Background: an optimization exercise with open tools, aiming at small area, a short achievable clock period and few clock cycles. Do not read the settings as production practice.
The RTL was checked by simulation tests, not by an equivalence proof against the original design.

// sha512_engine
module sha512_engine (
  input  wire        clk,
  input  wire        rst,           
  input  wire        req_valid,
  input  wire        req_we,
  input  wire [6:0]  req_addr,
  input  wire [63:0] req_wdata,
  output wire        req_ready,
  output reg         rsp_valid,
  output reg  [63:0] rsp_rdata
);
Settings: LEC_CHECK=0, CAP_MARGIN=40, CORE_MARGIN=2, CORE_UTILIZATION=40, PLACE_DENSITY=0.6, SLEW_MARGIN=40, SYNTH_MEMORY_MAX_BITS=16384; clock period 16.0 ns.
standard.sh (not shown) runs the stock make flow with config.mk's settings and CLKGATE_MAP_FILE= SYNTH_SCRIPT=/design/flow/synth_recipe.tcl, a recipe that flattens the netlist after the stock synthesis.
==> flow/flow/run.sh <==
#!/bin/bash
# Own flow: the standard layout (standard.sh), with these changes:
#  - synthesis runs flow/my_synth.tcl: the standard script, except that the combinational
#    two-round module is mapped for speed without adder cells (see my_synth.tcl);
#  - timing repair aims at a setup slack of SETUP_SLACK_MARGIN ns at the design's clock
#    period (constraint.sdc is not changed), and may resize cells to other footprints.
# Each step's full log is in orfs/logs; make's output is in run_make.log here.
set -euo pipefail
W=$(pwd)
F=$W/flow
bash "$W/standard.sh" \
  SYNTH_SCRIPT="$F/my_synth.tcl" SYNTH_HIERARCHICAL=1 ABC_CLOCK_PERIOD_IN_PS=3000 \
  SETUP_SLACK_MARGIN=6 MATCH_CELL_FOOTPRINT=0 \
  finish > "$W/run_make.log" 2>&1
==> flow/flow/abc_fast.script <==
strash
dch
map -D 5000
buffer -c
topo
upsize -c
dnsize -c
==> flow/flow/my_synth.tcl <==
set my_dir [file dirname [file normalize [info script]]]
set my_fast_modules {sha512_pair}

proc synth {args} { yosys synth -nofsm -noshare {*}$args }

proc my_other_modules {} { return {sha512_engine} }

proc extract_fa {args} {
  foreach m [my_other_modules] { yosys extract_fa {*}$args $m }
}

proc abc {args} {
  foreach m [my_other_modules] { yosys abc {*}$args $m }
  set i [lsearch $args -script]
  if {$i >= 0} { lset args [expr {$i + 1}] [file join $::my_dir abc_fast.script] }
  foreach m $::my_fast_modules { yosys abc {*}$args $m }
}

source $::env(SCRIPTS_DIR)/synth.tcl
# left out here: clear keep_hierarchy, flatten, clean up, hide names made inside functions, write 1_2_yosys.v
The first run finished but fails on antenna violations.
Testbench counts at the start, summed over its fixed seeds: cycles 20,498.
Next try:
--- a/flow/flow/run.sh
+++ b/flow/flow/run.sh
@@ -11,4 +11,4 @@
 bash "$W/standard.sh" \
   SYNTH_SCRIPT="$F/my_synth.tcl" SYNTH_HIERARCHICAL=1 ABC_CLOCK_PERIOD_IN_PS=3000 \
-  SETUP_SLACK_MARGIN=6 MATCH_CELL_FOOTPRINT=0 \
+  SETUP_SLACK_MARGIN=8 MATCH_CELL_FOOTPRINT=0 \
   finish > "$W/run_make.log" 2>&1
Effect:
- The changed run completed with no timing, DRC or antenna violations
- core utilization rose by 6.1 points
- non-clock buffer count came out higher by 1503
- critical path depth decreases by 3
Next try:
--- a/flow/flow/run.sh
+++ b/flow/flow/run.sh
@@ -11,4 +11,4 @@
 bash "$W/standard.sh" \
   SYNTH_SCRIPT="$F/my_synth.tcl" SYNTH_HIERARCHICAL=1 ABC_CLOCK_PERIOD_IN_PS=3000 \
-  SETUP_SLACK_MARGIN=8 MATCH_CELL_FOOTPRINT=0 \
+  SETUP_SLACK_MARGIN=7 MATCH_CELL_FOOTPRINT=0 \
   finish > "$W/run_make.log" 2>&1
Effect: Clock-buffer cell count went up by 21; die area stays the same; global-route usage went down by 1.7 points; area after synthesis is unchanged.

* * *

sha512_engine again, from the RTL that the note above started with.
clock: 16.0 ns
lec_check: 0
cap_margin: 40
core_margin: 2
core_utilization: 40
place_density: 0.6
slew_margin: 40
synth_memory_max_bits: 16384
==> flow/flow/run.sh <==
#!/bin/bash
# Own flow: the standard layout (standard.sh), with these changes:
#  - synthesis runs flow/my_synth.tcl: the standard script, except that the combinational
#    two-round module is mapped for speed without adder cells (see my_synth.tcl);
#  - timing repair aims at a setup slack of SETUP_SLACK_MARGIN ns at the design's clock
#    period (constraint.sdc is not changed), and may resize cells to other footprints.
# Each step's full log is in orfs/logs; make's output is in run_make.log here.
set -euo pipefail
W=$(pwd)
F=$W/flow
bash "$W/standard.sh" \
  SYNTH_SCRIPT="$F/my_synth.tcl" SYNTH_HIERARCHICAL=1 ABC_CLOCK_PERIOD_IN_PS=3000 \
  SETUP_SLACK_MARGIN=8 MATCH_CELL_FOOTPRINT=0 \
  finish > "$W/run_make.log" 2>&1
==> flow/flow/abc_fast.script <==
strash
dch
map -D 5500
buffer -c
topo
upsize -c
dnsize -c
Scripts as last shown in full above: flow/flow/my_synth.tcl
The first run went through all stages and came out clean.
Testbench counts at the start, summed over its fixed seeds: cycles 20,498.
Change:
--- a/flow/flow/run.sh
+++ b/flow/flow/run.sh
@@ -13 +13 @@
-  SETUP_SLACK_MARGIN=8 MATCH_CELL_FOOTPRINT=0 \
+  SETUP_SLACK_MARGIN=9 MATCH_CELL_FOOTPRINT=0 \
==> flow/flow/abc_fast.script (replaced) <==
strash
dch
map -D 4500
buffer -c
topo
upsize -c
dnsize -c
- CTS_BUF_LIST: unset -> sky130_fd_sc_hd__clkbuf_8
Core utilization is higher by 3.7 points.
Final area is higher by roughly a tenth.
Count of clock-buffer cells in the layout rises by 177.
Maximum frequency rose by a little under a tenth.
Hold slack is better by 0.051 ns.
Wire length came out higher by about a fifth.
Register-to-register slack gains 0.64 ns.
Setup slack improved by 0.64 ns.
Global-route usage goes up by 5.9 points.
Change:
==> flow/run.sh (new file) <==
#!/bin/bash
# synth_recipe.tcl (not shown) runs the flow's synth.tcl, then flattens the netlist and writes it again
# the make line also repeats each setting of config.mk as NAME=value (left out here)
make -C /OpenROAD-flow-scripts/flow DESIGN_CONFIG=/design/flow/config.mk WORK_HOME=/design/flow/orfs CLKGATE_MAP_FILE= SYNTH_SCRIPT=/design/flow/synth_recipe.tcl finish
- ABC_CLOCK_PERIOD_IN_PS: unset -> 3000
- CAP_MARGIN: 40 -> 30
- CORE_UTILIZATION: 40 -> 45
- CTS_BUF_LIST: sky130_fd_sc_hd__clkbuf_8 -> unset
- PLACE_DENSITY: 0.6 -> 0.65
- SETUP_SLACK_MARGIN: unset -> 5
- SLEW_MARGIN: 40 -> 30
removed: flow/flow/run.sh
removed: flow/flow/abc_fast.script
removed: flow/flow/my_synth.tcl
removed: flow/standard.sh
Result:
- die area fell by 21%
- clock-buffer cell count drops by 186
- final area falls by 23%

* * *

sha512_engine again, from the RTL that the note above started with.
clock: 16.0 ns
lec_check: 0
cap_margin: 40
core_margin: 2
core_utilization: 40
place_density: 0.6
slew_margin: 40
synth_memory_max_bits: 16384
==> flow/flow/run.sh <==
#!/bin/bash
# Own flow: the standard layout (standard.sh), with these changes:
#  - synthesis runs flow/my_synth.tcl: the standard script, except that the combinational
#    two-round module is mapped for speed without adder cells (see my_synth.tcl);
#  - timing repair aims at a setup slack of SETUP_SLACK_MARGIN ns at the design's clock
#    period (constraint.sdc is not changed), and may resize cells to other footprints.
# Each step's full log is in orfs/logs; make's output is in run_make.log here.
set -euo pipefail
W=$(pwd)
F=$W/flow
bash "$W/standard.sh" \
  SYNTH_SCRIPT="$F/my_synth.tcl" SYNTH_HIERARCHICAL=1 ABC_CLOCK_PERIOD_IN_PS=3000 \
  SETUP_SLACK_MARGIN=6.5 MATCH_CELL_FOOTPRINT=0 \
  finish > "$W/run_make.log" 2>&1
==> flow/flow/abc_fast.script <==
strash
dch
map -D 5500
buffer -c
topo
upsize -c
dnsize -c
==> flow/flow/my_synth.tcl <==
set my_dir [file dirname [file normalize [info script]]]
set my_fast_modules {sha512_pair}

proc synth {args} { yosys synth -nofsm -noshare {*}$args }

proc my_other_modules {} { return {sha512_engine} }

proc extract_fa {args} {
  foreach m [my_other_modules] { yosys extract_fa {*}$args $m }
}

proc abc {args} {
  foreach m [my_other_modules] { yosys abc {*}$args $m }
  set i [lsearch $args -script]
  if {$i >= 0} { lset args [expr {$i + 1}] [file join $::my_dir abc_fast.script] }
  foreach m $::my_fast_modules { yosys abc {*}$args $m }
}

source $::env(SCRIPTS_DIR)/synth.tcl
# left out here: clear keep_hierarchy, flatten, clean up, hide names made inside functions, write 1_2_yosys.v
The starting point produced a clean layout.
Testbench counts at the start, summed over its fixed seeds: cycles 20,498.
Next try:
--- a/flow/flow/run.sh
+++ b/flow/flow/run.sh
@@ -12,3 +12,3 @@
   SYNTH_SCRIPT="$F/my_synth.tcl" SYNTH_HIERARCHICAL=1 ABC_CLOCK_PERIOD_IN_PS=3000 \
-  SETUP_SLACK_MARGIN=6.5 MATCH_CELL_FOOTPRINT=0 \
+  SETUP_SLACK_MARGIN=9 MATCH_CELL_FOOTPRINT=0 \
   finish > "$W/run_make.log" 2>&1
==> flow/flow/abc_fast.script (replaced) <==
strash
dch
map -D 5000
buffer -c
topo
upsize -c
dnsize -c
After rerunning: Critical path depth came out lower by 5; worst setup slack gets better by 0.77 ns; routed wire length goes up by 4.8%; synthesized area went up by 1.3%; die area goes up by about 1.3%.
Next try:
--- a/flow/flow/run.sh
+++ b/flow/flow/run.sh
@@ -12,3 +12,3 @@
   SYNTH_SCRIPT="$F/my_synth.tcl" SYNTH_HIERARCHICAL=1 ABC_CLOCK_PERIOD_IN_PS=3000 \
-  SETUP_SLACK_MARGIN=9 MATCH_CELL_FOOTPRINT=0 \
+  SETUP_SLACK_MARGIN=7 MATCH_CELL_FOOTPRINT=0 \
   finish > "$W/run_make.log" 2>&1
==> flow/flow/abc_fast.script (replaced) <==
strash
dch
map -D 5500
buffer -c
topo
upsize -c
dnsize -c
Effect:
- The new run finished clean
- clock skew increases by 0.037 ns
- fmax came out lower by a few percent
- worst setup slack loses 0.41 ns
- routed wire length shrinks by a few percent
- clock-buffer cell count climbs by 3
- via count falls by a few percent
- cell count went down by a few percent
- first-iteration DRC count came out lower slightly

[re-timing with driven ports]
No port has a modelled driver above. Below, the same layouts with a new extraction and two added sets of constraints.
Step 1 (the two cells are an assumption about what drives the block):
set clk [get_ports {clk}]
set_driving_cell -lib_cell sky130_fd_sc_hd__clkbuf_16 $clk
set_driving_cell -lib_cell sky130_fd_sc_hd__buf_2 [delete_from_list [all_inputs] $clk]
Step 2 moves the port delays by t, midway between the first and last clock arrival at a register: inputs arrive t later, outputs are due t later. That takes back most of the time a late clock gives input paths.
a / b / c = ideal ports / drivers / drivers and shift; a / b = the first two.
run	shift t [ns]	setup slack, ns	hold slack, ns	cell pins on the clock port's net
the first run of note 1	1.256	5.723 / 5.723 / 5.010	0.379 / 0.379 / 0.379	1
the second run of note 1	1.293	6.952 / 6.952 / 6.488	0.350 / 0.350 / 0.350	1
the third run of note 1	1.267	6.698 / 6.729 / 5.551	0.357 / 0.357 / 0.357	1
the first run of note 2	1.288	6.383 / 6.383 / 6.344	0.320 / 0.320 / 0.320	1
the second run of note 2	1.646	7.023 / 7.023 / 7.023	0.372 / 0.372 / 0.372	1
the third run of note 2	1.240	4.441 / 4.441 / 4.441	0.397 / 0.397 / 0.397	1
the first run of note 3	1.260	6.169 / 6.169 / 5.135	0.323 / 0.323 / 0.323	1
the second run of note 3	1.297	6.937 / 6.937 / 6.937	0.366 / 0.366 / 0.366	1
the third run of note 3	1.267	6.526 / 6.526 / 5.640	0.322 / 0.322 / 0.322	1
The setup slack of the third run of note 1, which loses most, moves by +0.031 ns with the drivers and by -1.147 ns with both steps.
